Source: an optimization exercise on an open RTL-to-GDS flow (aim: small area, a short achievable clock period and few clock cycles per item). Production flows keep margins and buffers that such runs may drop.
RTL that was checked went through simulation tests only; none was proved equivalent to the original.
Power figures rest on the tool's default switching activity, not on a simulated workload.

== rev 12 ==
==> flow/design.v (excerpt) <==
module mul_unit (
    input  wire        clk,
    input  wire        rst,         
    input  wire        in_valid,
    output wire        in_ready,
    input  wire [31:0] a,
    input  wire [31:0] b,
    input  wire [31:0] c,
    input  wire [5:0]  shift,
    input  wire        signed_op,
    input  wire        trunc,
    output reg         out_valid,
    output reg  [63:0] r,
    output reg         ovf32
);
    assign in_ready = 1'b1;
    wire [32:0] bx = {b, 1'b0};             
    wire [15:0] e_neg, e_one, e_two;
    genvar gi, gj;
    generate
        for (gi = 0; gi < 16; gi = gi + 1) begin : g_enc
            wire x2 = bx[2*gi+2], x1 = bx[2*gi+1], x0 = bx[2*gi];
            assign e_neg[gi] = x2 & ~(x1 & x0);
            assign e_one[gi] = x1 ^ x0;
            assign e_two[gi] = (x2 & ~x1 & ~x0) | (~x2 & x1 & x0);
        end
    endgenerate
    reg        v0, v1, v2;
    reg [32:0] ax;
    reg [15:0] neg, one, two;
    reg        hi0;
    reg [31:0] c0;
    reg [5:0]  sh0;
    reg        sg0, tr0;
    always @(posedge clk) begin
        ax  <= {signed_op & a[31], a};
        neg <= e_neg;
        one <= e_one;
        two <= e_two;
        hi0 <= ~signed_op & b[31];
        c0  <= c;
        sh0 <= shift;
        sg0 <= signed_op;
        tr0 <= trunc;
    end
    wire [33:0] pp [0:15];
    wire [15:0] pps;                        
    wire [34:0] axx = {ax[32], ax, 1'b0};
    generate
        for (gi = 0; gi < 16; gi = gi + 1) begin : g_pp
            for (gj = 0; gj < 34; gj = gj + 1) begin : g_bit
  ...
For scale: about 3600 cells after synthesis, about 170 I/O pins.
==> flow/config.mk <==
export PLATFORM = sky130hd
export DESIGN_NAME = mul_unit
export DESIGN_NICKNAME = mul_unit
export VERILOG_FILES = /design/flow/design.v
export SDC_FILE = /design/flow/constraint.sdc
export NUM_CORES = 4
export LEC_CHECK = 0
export CAP_MARGIN = 20
export CORE_MARGIN = 2
export CORE_UTILIZATION = 40
export CTS_CLUSTER_DIAMETER = 70
export CTS_CLUSTER_SIZE = 36
export SLEW_MARGIN = 20
export SYNTH_HIERARCHICAL = 1
==> flow/constraint.sdc <==
create_clock -name core_clock -period 19.0 [get_ports {clk}]
set_input_delay 3.8000 -clock core_clock [delete_from_list [all_inputs] [get_ports {clk}]]
set_output_delay 3.8000 -clock core_clock [all_outputs]
set_load 0.01 [all_outputs]
standard.sh (not shown) runs the stock make flow with config.mk's settings and CLKGATE_MAP_FILE= SYNTH_SCRIPT=/design/flow/synth_recipe.tcl, a recipe that flattens the netlist after the stock synthesis.
==> flow/flow/run.sh <==
#!/bin/bash
set -euo pipefail
MARGIN=$(cat flow/margin.txt)
bash standard.sh synth > synth.log 2>&1
RESULTS=orfs/results/${FLOW_PLATFORM}/mul_unit/base openroad -no_init -exit flow/downsize.tcl > downsize.log 2>&1
touch orfs/results/${FLOW_PLATFORM}/mul_unit/base/1_synth.sdc
bash standard.sh SETUP_SLACK_MARGIN=$MARGIN "BUFFER_PORTS_ARGS=-buffer_cell sky130_fd_sc_hd__buf_1" finish > layout.log 2>&1
==> flow/flow/downsize.tcl <==
# Resize every combinational cell of the synthesized netlist to the smallest
# drive strength of its kind (registers and their cell types stay as
# synthesis made them); the layout's timing repair then sizes up only the
# cells its paths need.
set results $::env(RESULTS)
read_db $results/1_synth.odb
set db [ord::get_db]
set n 0
set before 0.0
set after 0.0
foreach inst [[ord::get_db_block] getInsts] {
  set m [$inst getMaster]
  set name [$m getName]
  if {![regexp {^(sky130_fd_sc_hd__[a-z0-9]+)_(\d+)$} $name -> base drive]} { continue }
  if {[regexp {df|dl|sdf|edf|conb|tap|fill|decap|clkbuf|clkinv|clkdly|dlygate|dlymetal|probe|lpflow} $base]} { continue }
  set best ""
  set bestw 1e9
  foreach d {1 0 2} {
    set cand [$db findMaster ${base}_$d]
    if {$cand eq "NULL" || $cand eq ""} { continue }
    if {[$cand getWidth] < $bestw} { set best $cand; set bestw [$cand getWidth] }
  }
  if {$best eq "" || [$best getName] eq $name} { continue }
  if {[$best getWidth] >= [$m getWidth]} { continue }
  if {[$inst swapMaster $best]} { incr n }
}
puts "downsized $n instances"
write_db $results/1_synth.odb
==> flow/flow/margin.txt <==
14.15
Both conditions hold for rev 12: the flow ran to the end and the final layout passed the timing, design-rule and antenna checks.
Edits applied to the flow inputs when going from rev 12 to rev 13:
diff --git a/flow/flow/run.sh b/flow/flow/run.sh
--- a/flow/flow/run.sh
+++ b/flow/flow/run.sh
@@ -3,0 +4 @@
+CTS="-sink_clustering_enable -repair_clock_nets -sink_clustering_size 36 -sink_clustering_max_diameter 70 -wire_unit 10"
@@ -7 +8 @@
-bash standard.sh SETUP_SLACK_MARGIN=$MARGIN "BUFFER_PORTS_ARGS=-buffer_cell sky130_fd_sc_hd__buf_1" finish > layout.log 2>&1
+bash standard.sh SETUP_SLACK_MARGIN=$MARGIN "BUFFER_PORTS_ARGS=-buffer_cell sky130_fd_sc_hd__buf_1" "CTS_ARGS=$CTS" finish > layout.log 2>&1
==> flow/flow/margin.txt <==
14.12
Findings:
Rev 13 against rev 12: relative area of non-clock buffer cells in the final design fell 0.23 points; detailed-route wire length per cell about even.
Setup slack of the critical path after layout in rev 13 is 61 ps higher than in rev 12
On flop-to-flop setup slack, the higher figure sits with rev 12, not rev 13.
Rev 13: maximum frequency 1.3% above rev 12
Function was not checked in any run of this note: the RTL went through the layout flow alone.


mul_unit, a different RTL version from the one above (not shown whole).
Size in the first run: about 3700 cells after synthesis, roughly 39000 um^2 of cells after synthesis.
Design mul_unit, start of the top module:
module mul_unit (
    input  wire        clk,
    input  wire        rst,         
    input  wire        in_valid,
    output wire        in_ready,
    input  wire [31:0] a,
    input  wire [31:0] b,
    input  wire [31:0] c,
    input  wire [5:0]  shift,
    input  wire        signed_op,
    input  wire        trunc,
    output reg         out_valid,
    output reg  [63:0] r,
    output reg         ovf32
);
==> flow/config.mk <==
export PLATFORM = sky130hd
export DESIGN_NAME = mul_unit
export DESIGN_NICKNAME = mul_unit
export VERILOG_FILES = /design/flow/design.v
export SDC_FILE = /design/flow/constraint.sdc
export NUM_CORES = 4
export LEC_CHECK = 0
export CAP_MARGIN = 5
export CORE_MARGIN = 2
export CORE_UTILIZATION = 50
export CTS_CLUSTER_DIAMETER = 70
export CTS_CLUSTER_SIZE = 36
export SLEW_MARGIN = 5
export SYNTH_HIERARCHICAL = 1
==> flow/constraint.sdc <==
create_clock -name core_clock -period 19.0 [get_ports {clk}]
set_input_delay 3.8000 -clock core_clock [delete_from_list [all_inputs] [get_ports {clk}]]
set_output_delay 3.8000 -clock core_clock [all_outputs]
set_load 0.01 [all_outputs]
==> flow/flow/run.sh <==
#!/bin/bash
set -euo pipefail
MARGIN=$(cat flow/margin.txt)
CTS="-sink_clustering_enable -repair_clock_nets -sink_clustering_size 36 -sink_clustering_max_diameter 70 -wire_unit 10"
bash standard.sh synth > synth.log 2>&1
RESULTS=orfs/results/${FLOW_PLATFORM}/mul_unit/base openroad -no_init -exit flow/downsize.tcl > downsize.log 2>&1
touch orfs/results/${FLOW_PLATFORM}/mul_unit/base/1_synth.sdc
bash standard.sh SETUP_SLACK_MARGIN=$MARGIN "BUFFER_PORTS_ARGS=-buffer_cell sky130_fd_sc_hd__buf_1" "CTS_ARGS=$CTS" finish > layout.log 2>&1
==> flow/flow/margin.txt <==
14.12
Scripts as last shown in full above: flow/flow/downsize.tcl
The starting point completed without violations.
Testbench counts at the start, summed over its fixed seeds: cycles 16,032, ops 16,000.
Edit:
==> flow/flow/run.sh (replaced) <==
#!/bin/bash
set -euo pipefail
MARGIN=$(cat flow/margin.txt)
bash standard.sh synth > synth.log 2>&1
RESULTS=orfs/results/${FLOW_PLATFORM}/mul_unit/base openroad -no_init -exit flow/downsize.tcl > downsize.log 2>&1
touch orfs/results/${FLOW_PLATFORM}/mul_unit/base/1_synth.sdc
bash standard.sh SETUP_SLACK_MARGIN=$MARGIN "BUFFER_PORTS_ARGS=-buffer_cell sky130_fd_sc_hd__buf_1" finish > layout.log 2>&1
==> flow/flow/margin.txt (replaced) <==
14.0
- CAP_MARGIN: 5 -> 20
- CORE_UTILIZATION: 50 -> 40
- SLEW_MARGIN: 5 -> 20
The new run completed without violations. Power hardly moves. Core utilization came out lower by 11 points. Design area is about the same. Combinational power is about the same.
Edit:
- CORE_UTILIZATION: 40 -> 60
Final cell count came out lower by a little under a tenth.
Design area goes down slightly.
Area after synthesis does not change.
Clock-buffer cell count came out lower by 11.
Register-to-register slack gains 70 ps.
Global-route usage goes up by 12 points.
Power went up slightly.
Synthesized cell count does not change.
Fmax went down slightly.
Edit:
==> flow/flow/run.sh (replaced) <==
#!/bin/bash
set -euo pipefail
MARGIN=$(cat flow/margin.txt)
CTS="-sink_clustering_enable -repair_clock_nets -sink_clustering_size 36 -sink_clustering_max_diameter 70 -wire_unit 10"
bash standard.sh synth > synth.log 2>&1
RESULTS=orfs/results/${FLOW_PLATFORM}/mul_unit/base openroad -no_init -exit flow/downsize.tcl > downsize.log 2>&1
touch orfs/results/${FLOW_PLATFORM}/mul_unit/base/1_synth.sdc
bash standard.sh SETUP_SLACK_MARGIN=$MARGIN "BUFFER_PORTS_ARGS=-buffer_cell sky130_fd_sc_hd__buf_1" "CTS_ARGS=$CTS" finish > layout.log 2>&1
==> flow/flow/margin.txt (replaced) <==
14.05
- CORE_UTILIZATION: 60 -> 40
The changed run finished with timing, DRC and antenna clean.
Fmax climbs slightly.
Routed wire length climbs by a few percent.
Sequential share of layout area drops by 0.38 points.
Via count drops slightly.
Combinational power drops by a few percent.
Clock skew climbs by 21 ps.
Cell count climbs by roughly a tenth.
Total power drops slightly.
Count of clock-buffer cells in the layout climbs by 9.
Worst setup slack gets better by 65 ps.


Another version of the RTL of mul_unit (not shown whole).
Size: roughly 5700 cells after synthesis, about 460 flip-flops, ~170 I/O pins, roughly 0.049 mm² of cells after synthesis.
Settings: LEC_CHECK=0, CAP_MARGIN=20, CORE_MARGIN=2, CORE_UTILIZATION=40, SLEW_MARGIN=20; clock period 19.0 ns.
==> flow/flow/run.sh <==
#!/bin/bash
# Standard synthesis, then the standard layout with the timing repair
# aiming for a setup margin below the clock period (the clock and the
# constraints stay the design's).
set -euo pipefail
MARGIN=$(cat flow/margin.txt)
bash standard.sh synth > synth.log 2>&1
bash standard.sh SETUP_SLACK_MARGIN=$MARGIN finish > layout.log 2>&1
==> flow/flow/margin.txt <==
13.5
Change:
==> flow/run.sh (new file) <==
#!/bin/bash
# synth_recipe.tcl (not shown) runs the flow's synth.tcl, then flattens the netlist and writes it again
# the make line also repeats each setting of config.mk as NAME=value (left out here)
make -C /OpenROAD-flow-scripts/flow DESIGN_CONFIG=/design/flow/config.mk WORK_HOME=/design/flow/orfs CLKGATE_MAP_FILE= SYNTH_SCRIPT=/design/flow/synth_recipe.tcl finish
removed: flow/flow/run.sh
removed: flow/flow/margin.txt
removed: flow/standard.sh
Hold slack hardly moves.
Global-route usage barely changes.
Area after synthesis does not change.
Worst setup slack gets worse by 0.71 ns.
First-iteration DRC count is higher by a few percent.
Count of clock-buffer cells in the layout does not change.
Clock skew stays flat.
Die area does not change.
Total power hardly moves.
Wire length is about the same.
Cell count barely changes.
No run of this note included a check of the RTL's function; only the layout flow was run.

==> separate check: timing with driven ports <==
No port has a modelled driver above. Below, the same layouts with a new extraction and two added sets of constraints. Step 1 assumes that a clkbuf_16 drives the clock port and a buf_2 every other input. Step 2 moves the port delays by t, midway between the first and last clock arrival at a register: inputs arrive t later, outputs are due t later. That takes back most of the time a late clock gives input paths. Three values: no drivers, after step 1, after step 2; two values: the first two.
run | t (ns) | setup slack, ns | worst register clock-pin slew, ns | worst data-port slew with drivers (ns) | pins driven straight from the clock port
rev 12 | 0.712 | 14.072 / 13.999 / 14.316 | 0.12 / 0.12 | 0.05 | 1
rev 13 | 0.663 | 14.133 / 14.054 / 14.249 | 0.12 / 0.12 | 0.05 | 1
the first run of note 2 | 0.710 | 14.087 / 14.012 / 14.229 | 0.11 / 0.11 | 0.07 | 1
the second run of note 2 | 0.678 | 14.069 / 13.996 / 14.111 | 0.11 / 0.11 | 0.06 | 1
the third run of note 2 | 0.727 | 14.050 / 13.981 / 14.175 | 0.12 / 0.12 | 0.04 | 1
the fourth run of note 2 | 0.629 | 14.114 / 14.042 / 14.160 | 0.11 / 0.11 | 0.06 | 1
the first run of note 3 | 0.744 | 13.660 / 13.588 / 13.675 | 0.08 / 0.08 | 0.14 | 1
the second run of note 3 | 0.745 | 12.953 / 12.953 / 12.953 | 0.08 / 0.08 | 0.13 | 1
After both steps setup and hold are still met in every run listed.
